Background: an optimization exercise with open tools, aiming at small area, a short achievable clock period and few clock cycles. Do not read the settings as production practice.
The RTL was checked by simulation tests, not by an equivalence proof against the original design.
Power is estimated from default activity; no workload was simulated.

## v6
// fww_micro_cpu
module fww_micro_cpu (
    input  wire        clk,
    input  wire        rst,             
    input  wire        start,           
    input  wire [7:0]  start_mpc,
    input  wire        lit_msb_first,   
    output wire        busy,
    output wire        done,
    output wire [15:0] reg_a,
    output wire [15:0] reg_b,
    output wire [15:0] reg_c,
    output wire [15:0] reg_d,
    output wire [15:0] mdr,
    output wire [11:0] mar,
    output wire [7:0]  mpc,
    output wire        cs_req,
    output wire [7:0]  cs_addr,
    input  wire        cs_ack,
    input  wire [21:0] cs_rdata,
    output wire        mem_req,
    output wire        mem_we,
    output wire [11:0] mem_addr,
    output wire [15:0] mem_wdata,
    input  wire        mem_ack,
    input  wire [15:0] mem_rdata
);
For scale: about 880 cells after synthesis, roughly 170 flip-flops, ~190 I/O pins, ~9700 um2 of cells after synthesis.
Settings: LEC_CHECK=0, CAP_MARGIN=20, CORE_MARGIN=2, CORE_UTILIZATION=60, SETUP_SLACK_MARGIN=5, SLEW_MARGIN=20; clock period 8.0 ns.
standard.sh (not shown) runs the stock make flow with config.mk's settings and CLKGATE_MAP_FILE= SYNTH_SCRIPT=/design/flow/synth_recipe.tcl, a recipe that flattens the netlist after the stock synthesis.
==> flow/flow/run.sh <==
#!/bin/bash
# The standard layout, with the port buffers made of buf_1 cells instead of
# the delay-buffer cells buffer_ports picks by default. The output of the
# standard flow goes to standard.log; ORFS's per-step logs stay under orfs/logs.
set -euo pipefail
export BUFFER_PORTS_ARGS="-buffer_cell sky130_fd_sc_hd__buf_1"
bash standard.sh > standard.log 2>&1
Testbench counts of v6, summed over its fixed seeds: cycles 46,948.
Setup changes, v6 to v7
- CORE_UTILIZATION changed from 60 to 40
==> comparison <==
- For fmax, v7 and v6 come out practically identical.
- v7 ended up with a lower total global-route track usage than v6 did.
- As of v7, count of buffers not belonging to the clock network in the layout had fallen by a few percent compared to v6.
- On largest stage delay on the critical path: between v6 and v7, it ends up higher for v6.
- Worst-path cell with the longest stage delay = sky130_fd_sc_hd__fa_2: v6; worst-path cell with the longest stage delay = sky130_fd_sc_hd__a221o_1: v7

========
## willow
fww_micro_cpu, a different RTL version from the one above (not shown whole).
Size in the first run: ~170 flip-flops, roughly 190 I/O pins, ~9400 um2 of cells after synthesis.
==> flow/config.mk <==
export PLATFORM = sky130hd
export DESIGN_NAME = fww_micro_cpu
export DESIGN_NICKNAME = fww_micro_cpu
export VERILOG_FILES = /design/flow/design.v
export SDC_FILE = /design/flow/constraint.sdc
export NUM_CORES = 4
export LEC_CHECK = 0
export CAP_MARGIN = 5
export CORE_MARGIN = 2
export CORE_UTILIZATION = 40
export CTS_BUF_LIST = sky130_fd_sc_hd__clkbuf_4 sky130_fd_sc_hd__clkbuf_8
export SETUP_SLACK_MARGIN = 5
export SLEW_MARGIN = 5
==> flow/constraint.sdc <==
create_clock -name core_clock -period 8.0 [get_ports {clk}]
set_input_delay 1.6000 -clock core_clock [delete_from_list [all_inputs] [get_ports {clk}]]
set_output_delay 1.6000 -clock core_clock [all_outputs]
set_load 0.01 [all_outputs]
Scripts as last shown in full above: flow/flow/run.sh
willow completed end to end with timing, DRC and antenna clean.
Testbench counts of willow, summed over its fixed seeds: cycles 47,507.
What indigo does differently from willow at the input level:
==> flow/flow/run.sh <==
#!/bin/bash
# The standard layout, with two changes to how it is made:
#  - the port buffers are buf_1 cells instead of the delay-buffer cells
#    buffer_ports picks by default;
#  - timing repair aims for 5.25 ns of setup slack at the design's 8 ns clock.
# The output of the standard flow goes to standard.log; ORFS's per-step logs
# stay under orfs/logs.
set -euo pipefail
export BUFFER_PORTS_ARGS="-buffer_cell sky130_fd_sc_hd__buf_1"
export SETUP_SLACK_MARGIN=5.25
bash standard.sh > standard.log 2>&1
--- a/flow/config.mk
+++ b/flow/config.mk
@@ -7,7 +7,7 @@
 export LEC_CHECK = 0
-export CAP_MARGIN = 5
+export ABC_AREA = 1
+export CAP_MARGIN = 20
 export CORE_MARGIN = 2
-export CORE_UTILIZATION = 40
+export CORE_UTILIZATION = 60
 export CTS_BUF_LIST = sky130_fd_sc_hd__clkbuf_4 sky130_fd_sc_hd__clkbuf_8
-export SETUP_SLACK_MARGIN = 5
-export SLEW_MARGIN = 5
+export SLEW_MARGIN = 20
Findings:
indigo ran to completion and came out clean on the timing, DRC and antenna checks. indigo vs willow: routed wire length on met3 up in indigo. Changes observed in indigo relative to willow: power share of the clock group decreased by 1.5 points relative to the old numbers, number of violations reported at the end of detailed-routing iteration 0 increased by 47% relative to the old numbers, post-route standard cell area excluding fillers increased by about 4.5% relative to the old numbers.
Modified inputs, violet compared to indigo
==> flow/flow/run.sh <==
#!/bin/bash
# The standard layout, with the port buffers made of buf_1 cells instead of
# the delay-buffer cells buffer_ports picks by default. The output of the
# standard flow goes to standard.log; ORFS's per-step logs stay under orfs/logs.
set -euo pipefail
export BUFFER_PORTS_ARGS="-buffer_cell sky130_fd_sc_hd__buf_1"
bash standard.sh > standard.log 2>&1
--- a/flow/config.mk
+++ b/flow/config.mk
@@ -12,2 +12,3 @@
 export CTS_BUF_LIST = sky130_fd_sc_hd__clkbuf_4 sky130_fd_sc_hd__clkbuf_8
+export SETUP_SLACK_MARGIN = 5
 export SLEW_MARGIN = 20
Findings:
- violet finished every stage and its layout cleared the timing, DRC and antenna checks.
- Compared with indigo, in violet power went down, depth of the most critical reg-to-reg path went up, detailed router's first-iteration violation count went down, fmax went down, multi-input gate share of the layout cell area went up.
- Compared with indigo, in violet routed length on met1 about even, core utilization of the finished layout -3.7 points, final instance area fell by about 5%.
- The run showing the greater amount of wire on met2 after detailed routing is indigo.
- Start point of the critical path: mpc_r[3] -> violet, mdr_r[12] -> indigo
- When violet is measured against indigo, its final worst-path setup slack turns out 0.048 ns lower.
- As far as clock-cell share of area is concerned, indigo and violet perform about the same.

========
Another version of the RTL of fww_micro_cpu (not shown whole).
For scale: roughly 860 cells after synthesis, roughly 170 flip-flops, about 0.0095 mm2 of cells after synthesis.
export LEC_CHECK = 0
export CAP_MARGIN = 20
export CORE_MARGIN = 2
export CORE_UTILIZATION = 40
export CTS_BUF_LIST = sky130_fd_sc_hd__clkbuf_4 sky130_fd_sc_hd__clkbuf_8
export SLEW_MARGIN = 20
create_clock -name core_clock -period 8.0 [get_ports {clk}]
==> flow/flow/run.sh <==
#!/bin/bash
# The standard layout, with two changes to how it is made:
#  - the port buffers are buf_1 cells instead of the delay-buffer cells
#    buffer_ports picks by default;
#  - timing repair aims for 5.5 ns of setup slack at the design's 8 ns clock.
# The output of the standard flow goes to standard.log; ORFS's per-step logs
# stay under orfs/logs.
set -euo pipefail
export BUFFER_PORTS_ARGS="-buffer_cell sky130_fd_sc_hd__buf_1"
export SETUP_SLACK_MARGIN=5.5
bash standard.sh > standard.log 2>&1
Testbench counts at the start, summed over its fixed seeds: cycles 47,507.
Rerun with:
==> flow/flow/run.sh (replaced) <==
#!/bin/bash
# The standard layout, with the port buffers made of buf_1 cells instead of
# the delay-buffer cells buffer_ports picks by default. The output of the
# standard flow goes to standard.log; ORFS's per-step logs stay under orfs/logs.
set -euo pipefail
export BUFFER_PORTS_ARGS="-buffer_cell sky130_fd_sc_hd__buf_1"
bash standard.sh > standard.log 2>&1
Settings changed: CTS_BUF_LIST sky130_fd_sc_hd__clkbuf_4 sky130_fd_sc_hd__clkbuf_8 to unset, SETUP_SLACK_MARGIN set to 5.
=>
- power came out lower by 5.4%
- routed wire length came out lower by 11%
- die area is unchanged
- register-to-register slack gets worse by 120 ps
- first-iteration DRC count came out lower by 7.3%
- setup slack gets worse by 160 ps

[re-timing with driven ports]
In the flow no input, the clock included, has a driving cell. The finished layouts below were timed again as built, in two steps.
Step 1 assumes that a clkbuf_16 drives the clock port and a buf_2 every other input.
Step 2 also shifts input and output timing later by t, the mid clock arrival at the registers, as if the neighbouring blocks saw the same clock.
Three values: ideal, step 1, step 2; two values: the first two.
run | t (ns) | slack for setup (ns) | worst setup path after step 2
v6 | 0.468 | 4.605 / 4.607 / 4.139 | input to register
v7 | 0.469 | 4.600 / 4.608 / 4.139 | input to register
willow | 0.507 | 4.871 / 4.871 / 4.506 | input to register
indigo | 0.506 | 5.116 / 5.077 / 4.757 | input to register
violet | 0.514 | 5.068 / 5.025 / 4.588 | input to register
the first run of note 3 | 0.515 | 5.184 / 5.143 / 4.765 | input to register
the second run of note 3 | 0.474 | 5.029 / 5.028 / 4.569 | input to register
After both steps setup and hold are still met in every run listed. The setup slack of violet, which loses most, moves by -0.043 ns with the drivers and by -0.480 ns with both steps.
